This design comes from an exercise in tuning for small area, a short achievable clock period and few clock cycles on the open sky130 flow, not from production work.
Where RTL was checked, it was by simulation tests only, not by an equivalence proof against the original.
Power and IR drop assume default switching activity.

old:
Design dither_core, start of the top module:
module dither_core (
    input  wire        clk,
    input  wire        rst,             
    input  wire        start,
    input  wire [1:0]  cfg_mode,        
    input  wire        cfg_invert,
    input  wire        cfg_frame,
    input  wire        cfg_pack,        
    input  wire [7:0]  cfg_threshold,
    input  wire [15:0] cfg_width,
    input  wire [15:0] cfg_height,
    output reg         busy,
    output reg         done,
    output reg         error,
    input  wire        in_valid,
    output reg         in_ready,
    input  wire [15:0] in_data,
    output reg         out_valid,
    input  wire        out_ready,
    output reg  [7:0]  out_data,
    output reg         out_last
);
    localparam [15:0] FULL = 16'd65280;
    localparam        RW   = 28;           
    localparam        NV   = 60;           
    reg        idle;         
    reg [1:0]  mode;
    reg        pack;
    reg        invert;
    reg        frame;
    reg [7:0]  thr;
    reg [6:0]  wsrc;         
    reg [2:0]  wsel;         
    reg [15:0] rl;           
    reg  fs;                 
    reg  atk;                
    wire ord = mode == 2'd2;
    wire [5:0] wm1 = {wsel, 3'b111};       
    reg        run;          
    reg        err_st;       
    reg        hdr_act;      
    reg [3:0]  hdr_idx;
    reg        trl_act;      
    reg [2:0]  trl_idx;
    reg        pend_full;    
    reg [7:0]  pend_data;
    reg        pend_last;
    reg [5:0]  x;            
    reg [5:0]  p;            
    reg        row0, row1;   
    reg [2:0]  ym;           
    reg        vq;           
    reg [15:0] dq;
    reg        first;        
  ...
For scale: ~3700 cells after synthesis, roughly 2000 flip-flops, roughly 53000 sq um of cells after synthesis.
export LEC_CHECK = 0
export ABC_CLOCK_PERIOD_IN_PS = 5000
export CAP_MARGIN = 20
export CORE_MARGIN = 2
export CORE_UTILIZATION = 50
export CTS_CLUSTER_DIAMETER = 80
export CTS_CLUSTER_SIZE = 25
export PLACE_DENSITY = 0.65
export SLEW_MARGIN = 20
create_clock -name core_clock -period 24.0 [get_ports {clk}]
standard.sh (not shown) runs the stock make flow with config.mk's settings and CLKGATE_MAP_FILE= SYNTH_SCRIPT=/design/flow/synth_recipe.tcl, a recipe that flattens the netlist after the stock synthesis.
==> flow/flow/run.sh <==
#!/bin/bash
# Own layout flow: the standard synthesis and ORFS steps, with the timing
# repair asked to keep a setup margin (the clock and constraints are the standard flow's).
set -euo pipefail
bash standard.sh synth > synth.log 2>&1
bash standard.sh SETUP_SLACK_MARGIN=18 "BUFFER_PORTS_ARGS=-buffer_cell sky130_fd_sc_hd__buf_2" finish > layout.log 2>&1
### old -> new
Settings: clearing ABC_CLOCK_PERIOD_IN_PS, which used to be 5000.
[summary]
As far as total nets after synthesis goes, old and new are indistinguishable; the numbers are identical.
Re area share of xor/xnor cells in the synthesized design: no difference whatsoever between old and new.
Largest net degree at the start of global routing came out exactly the same in new and old.
Worst path setup slack after routing came out exactly the same in new and old.
Function was not checked in any run of this note: the RTL went through the layout flow alone.

== exp/quartz ==
Another version of the RTL of dither_core (not shown whole).
Size: about 3600 cells after synthesis, ~2000 flip-flops, about 52000 sq um of cells after synthesis.
==> flow/config.mk <==
export PLATFORM = sky130hd
export DESIGN_NAME = dither_core
export DESIGN_NICKNAME = dither_core
export VERILOG_FILES = /design/flow/design.v
export SDC_FILE = /design/flow/constraint.sdc
export NUM_CORES = 8
export LEC_CHECK = 0
export CAP_MARGIN = 20
export CORE_MARGIN = 2
export CORE_UTILIZATION = 70
export PLACE_DENSITY = 0.82
export SLEW_MARGIN = 20
==> flow/constraint.sdc <==
create_clock -name core_clock -period 24.0 [get_ports {clk}]
set_input_delay 4.8000 -clock core_clock [delete_from_list [all_inputs] [get_ports {clk}]]
set_output_delay 4.8000 -clock core_clock [all_outputs]
set_load 0.01 [all_outputs]
==> flow/flow/run.sh <==
#!/bin/bash
# Own layout flow: the standard synthesis and ORFS steps, with the timing
# repair asked to keep a setup margin (the clock and constraints are the standard flow's).
set -euo pipefail
bash standard.sh synth > synth.log 2>&1
bash standard.sh SETUP_SLACK_MARGIN=18 "BUFFER_PORTS_ARGS=-buffer_cell sky130_fd_sc_hd__buf_2" \
  "CTS_ARGS=-sink_clustering_enable -repair_clock_nets -sink_clustering_size 20 -sink_clustering_max_diameter 60 -dont_use_dummy_load -sink_clustering_buffer sky130_fd_sc_hd__clkbuf_8" \
  finish > layout.log 2>&1
Testbench counts of exp/quartz, summed over its fixed seeds: cycles 111,708.
Inputs modified between exp/quartz and exp/ember:
- CORE_UTILIZATION: 70 -> 50
- GPL_TIMING_DRIVEN: unset -> 1
- PLACE_DENSITY: 0.82 -> 0.65
[summary]
- Compared with exp/quartz, in exp/ember multi-input gate share of total cell area saw a decrease, clock skew saw a decrease.
- As far as share of cell area taken by muxes after synthesis goes, exp/quartz and exp/ember are indistinguishable; the numbers are identical.
- Going from exp/quartz to exp/ember, number of clock buffer instances in the layout shows an increase of 4.3%; total detailed-routing wirelength shows a reduction of 6.0%; maximum frequency shows a reduction of about 0.6%; total power shows an increase of about 0.5%; amount of wire on met3 after detailed routing shows a reduction of 13%.
- There was hardly any difference in share of the clock period used by the worst path between exp/quartz and exp/ember.
- Summary — internal power consumption, exp/ember relative to exp/quartz: higher, by 0.018 mW.
Input changes introduced in exp/umber (baseline for comparison: exp/ember):
- CORE_UTILIZATION changed from 50 to 60
- GPL_TIMING_DRIVEN removed (was 1)
- PLACE_DENSITY changed from 0.65 to 0.75
--- a/flow/flow/run.sh
+++ b/flow/flow/run.sh
@@ -5,3 +5,3 @@
 bash standard.sh synth > synth.log 2>&1
-bash standard.sh SETUP_SLACK_MARGIN=18 "BUFFER_PORTS_ARGS=-buffer_cell sky130_fd_sc_hd__buf_2" \
+bash standard.sh SETUP_SLACK_MARGIN=18 SETUP_MOVE_SEQUENCE=unbuffer,sizeup,swap,clone,split "BUFFER_PORTS_ARGS=-buffer_cell sky130_fd_sc_hd__buf_2" \
   "CTS_ARGS=-sink_clustering_enable -repair_clock_nets -sink_clustering_size 20 -sink_clustering_max_diameter 60 -dont_use_dummy_load -sink_clustering_buffer sky130_fd_sc_hd__clkbuf_8" \
==> results.txt <==
Looking only at global-route wire length before repair, and setting everything else aside, the lower value of exp/ember and exp/umber goes to exp/ember. Compared with exp/ember, the router placed more vias in exp/umber. Looking at worst setup path startpoint, the out_data[6]$_DFFE_PP_ result is from exp/ember; the out_data[1]$_DFFE_PP_ one comes from exp/umber. No stage failed in exp/umber, and the final checks on the layout all came back clean. In exp/umber the post-placement cell count turned out 224 lower than in exp/ember. When exp/umber is measured against exp/ember, its count of clock-buffer cells in the layout turns out 3 lower. exp/umber does better than exp/ember on setup slack.
Relative to exp/umber, the following input files were edited for exp/willow:
- putting CTS_CLUSTER_SIZE at 25 where nothing was set
- putting CTS_CLUSTER_DIAMETER at 80 where nothing was set
- swapping 60 for 50 in CORE_UTILIZATION
- swapping 0.75 for 0.65 in PLACE_DENSITY
==> flow/flow/run.sh <==
#!/bin/bash
# Own layout flow: the standard synthesis and ORFS steps, with the timing
# repair asked to keep a setup margin (the clock and constraints are the standard flow's).
set -euo pipefail
bash standard.sh synth > synth.log 2>&1
bash standard.sh SETUP_SLACK_MARGIN=18 "BUFFER_PORTS_ARGS=-buffer_cell sky130_fd_sc_hd__buf_2" \
  "CTS_ARGS=-sink_clustering_enable -repair_clock_nets -sink_clustering_size 40 -sink_clustering_max_diameter 60 -dont_use_dummy_load -sink_clustering_buffer sky130_fd_sc_hd__clkbuf_16" \
  finish > layout.log 2>&1
--- outcome ---
- The fmax was comparable across exp/willow and exp/umber.
- Worst setup slack before clock tree synthesis essentially unchanged between exp/umber and exp/willow.
- exp/willow vs exp/umber — final instance area climbed slightly
- Of the two values seen for critical path startpoint, out_data[1]$_DFFE_PP_ was produced by exp/umber and out_data[6]$_DFFE_PP_ by exp/willow.
- Summary of exp/willow over exp/umber: worst-case setup margin in the final layout flat; area growth from synthesis to final layout up 2.0 points; ratio of cells with drive above 1 in the final layout down 0.43 points; sequential share of layout area down 1.3 points; number of cells after detailed placement up 4.7%.
- exp/umber → exp/willow: total power grew by 0.27 mW, half-perimeter wire length after detailed placement went down by about 2.8%.
Input-level comparison between exp/zinc and exp/willow:
- PLACE_DENSITY: 0.65 -> 0.75
- CORE_UTILIZATION: 50 -> 60
- CTS_CLUSTER_SIZE: 25 -> unset
- CTS_CLUSTER_DIAMETER: 80 -> unset
--- a/flow/flow/run.sh
+++ b/flow/flow/run.sh
@@ -6,3 +6,3 @@
 bash standard.sh SETUP_SLACK_MARGIN=18 "BUFFER_PORTS_ARGS=-buffer_cell sky130_fd_sc_hd__buf_2" \
-  "CTS_ARGS=-sink_clustering_enable -repair_clock_nets -sink_clustering_size 40 -sink_clustering_max_diameter 60 -dont_use_dummy_load -sink_clustering_buffer sky130_fd_sc_hd__clkbuf_16" \
+  "CTS_ARGS=-sink_clustering_enable -repair_clock_nets -sink_clustering_size 20 -sink_clustering_max_diameter 60 -dont_use_dummy_load -sink_clustering_buffer sky130_fd_sc_hd__clkbuf_8" \
   finish > layout.log 2>&1
==> comparison <==
- Layout cell share with drive strength beyond 1 (higher): exp/zinc
- Relative to exp/willow, internal cell power has decreased by 5.8% in exp/zinc.
- Diff exp/willow -> exp/zinc: combinational group share of total power comparable, first-iteration DRC count now sits lower.
- Total core area of exp/zinc falls short of that of exp/willow by more than 10%.
- Summary: with exp/willow as the reference, die area in exp/zinc moved down by more than 10%.
- exp/willow and exp/zinc ended up with roughly the same later-pin clock latency in the skew report.
- Worst IR drop on VDD on exp/zinc is up relative to exp/willow.

dither_core, a different RTL version from the one above (not shown whole).
For scale: roughly 3,800 cells after synthesis, roughly 2,000 flip-flops, roughly 80 I/O pins, roughly 54,000 um^2 of cells after synthesis.
export LEC_CHECK = 0
export CAP_MARGIN = 20
export CORE_MARGIN = 2
export CORE_UTILIZATION = 50
export CTS_BUF_LIST = sky130_fd_sc_hd__clkbuf_8 sky130_fd_sc_hd__clkbuf_16
export CTS_CLUSTER_DIAMETER = 60
export CTS_CLUSTER_SIZE = 20
export PLACE_DENSITY = 0.65
export SLEW_MARGIN = 20
create_clock -name core_clock -period 24.0 [get_ports {clk}]
==> flow/flow/run.sh <==
#!/bin/bash
# Own layout flow: the standard synthesis and ORFS steps, with the timing
# repair asked to keep a setup margin (the clock and constraints are the standard flow's).
set -euo pipefail
bash standard.sh synth > synth.log 2>&1
bash standard.sh SETUP_SLACK_MARGIN=18 "BUFFER_PORTS_ARGS=-buffer_cell sky130_fd_sc_hd__buf_2" finish > layout.log 2>&1
Testbench counts at the start, summed over its fixed seeds: cycles 111,596.
Edit:
CTS_BUF_LIST = unset   (was sky130_fd_sc_hd__clkbuf_8 sky130_fd_sc_hd__clkbuf_16)
CTS_CLUSTER_DIAMETER = 80   (was 60)
CTS_CLUSTER_SIZE = 25   (was 20)
The new run finished clean.
Final area drops by 1.4%.
Worst setup slack gets better by 0.025 ns.
Clock power drops by 14%.
Edit:
--- a/flow/flow/run.sh
+++ b/flow/flow/run.sh
@@ -6 +6 @@
-bash standard.sh SETUP_SLACK_MARGIN=18 "BUFFER_PORTS_ARGS=-buffer_cell sky130_fd_sc_hd__buf_2" finish > layout.log 2>&1
+bash standard.sh SETUP_SLACK_MARGIN=18.6 "BUFFER_PORTS_ARGS=-buffer_cell sky130_fd_sc_hd__buf_2" finish > layout.log 2>&1
Effect: Sequential power stays flat. Global-route usage came out higher by 0.37 points. Utilization came out higher by 1.0 points. Worst setup slack improves by 0.0058 ns. First-iteration DRC count came out higher by 8.2%. Final cell count came out higher by about 0.9%. Clock power is about the same. Worst hold slack hardly moves.

## port drivers added, routing unchanged
How much do the figures lean on ideal ports? The routed layouts below were timed once more, with nothing changed but the port constraints. Step 1 sets driving cells, clkbuf_16 on the clock port and buf_2 on the other inputs (assumed; they add their load-dependent delay and slew). Step 2 also shifts input and output timing later by t, the mid clock arrival at the registers, as if the neighbouring blocks saw the same clock. Three values: ideal ports, drivers, drivers and shift; two values: the first two.
| run | t (ns) | setup slack, ns | worst setup path after step 2 | slew at the worst register clock pin (ns) |
|---|---|---|---|---|
| old | 0.752 | 17.800 / 17.800 / 17.383 | input to register | 0.11 / 0.11 |
| new | 0.752 | 17.800 / 17.800 / 17.383 | input to register | 0.11 / 0.11 |
| exp/quartz | 0.671 | 18.022 / 17.961 / 17.652 | input to register | 0.12 / 0.12 |
| exp/ember | 0.699 | 17.988 / 17.923 / 17.583 | input to register | 0.11 / 0.11 |
| exp/umber | 0.689 | 18.003 / 17.941 / 17.638 | input to register | 0.12 / 0.12 |
| exp/willow | 0.714 | 18.005 / 17.940 / 17.602 | input to register | 0.13 / 0.13 |
| exp/zinc | 0.690 | 18.005 / 17.943 / 17.640 | input to register | 0.12 / 0.12 |
| the first run of note 3 | 0.778 | 17.925 / 17.858 / 17.322 | input to register | 0.08 / 0.08 |
| the second run of note 3 | 0.752 | 17.950 / 17.884 / 17.316 | input to register | 0.10 / 0.10 |
| the third run of note 3 | 0.750 | 17.956 / 17.895 / 17.389 | input to register | 0.10 / 0.10 |
After both steps setup and hold are still met in every run listed. For the second run of note 3, which loses most, drivers alone change the setup slack by -0.066 ns; drivers and shift together by -0.634 ns.
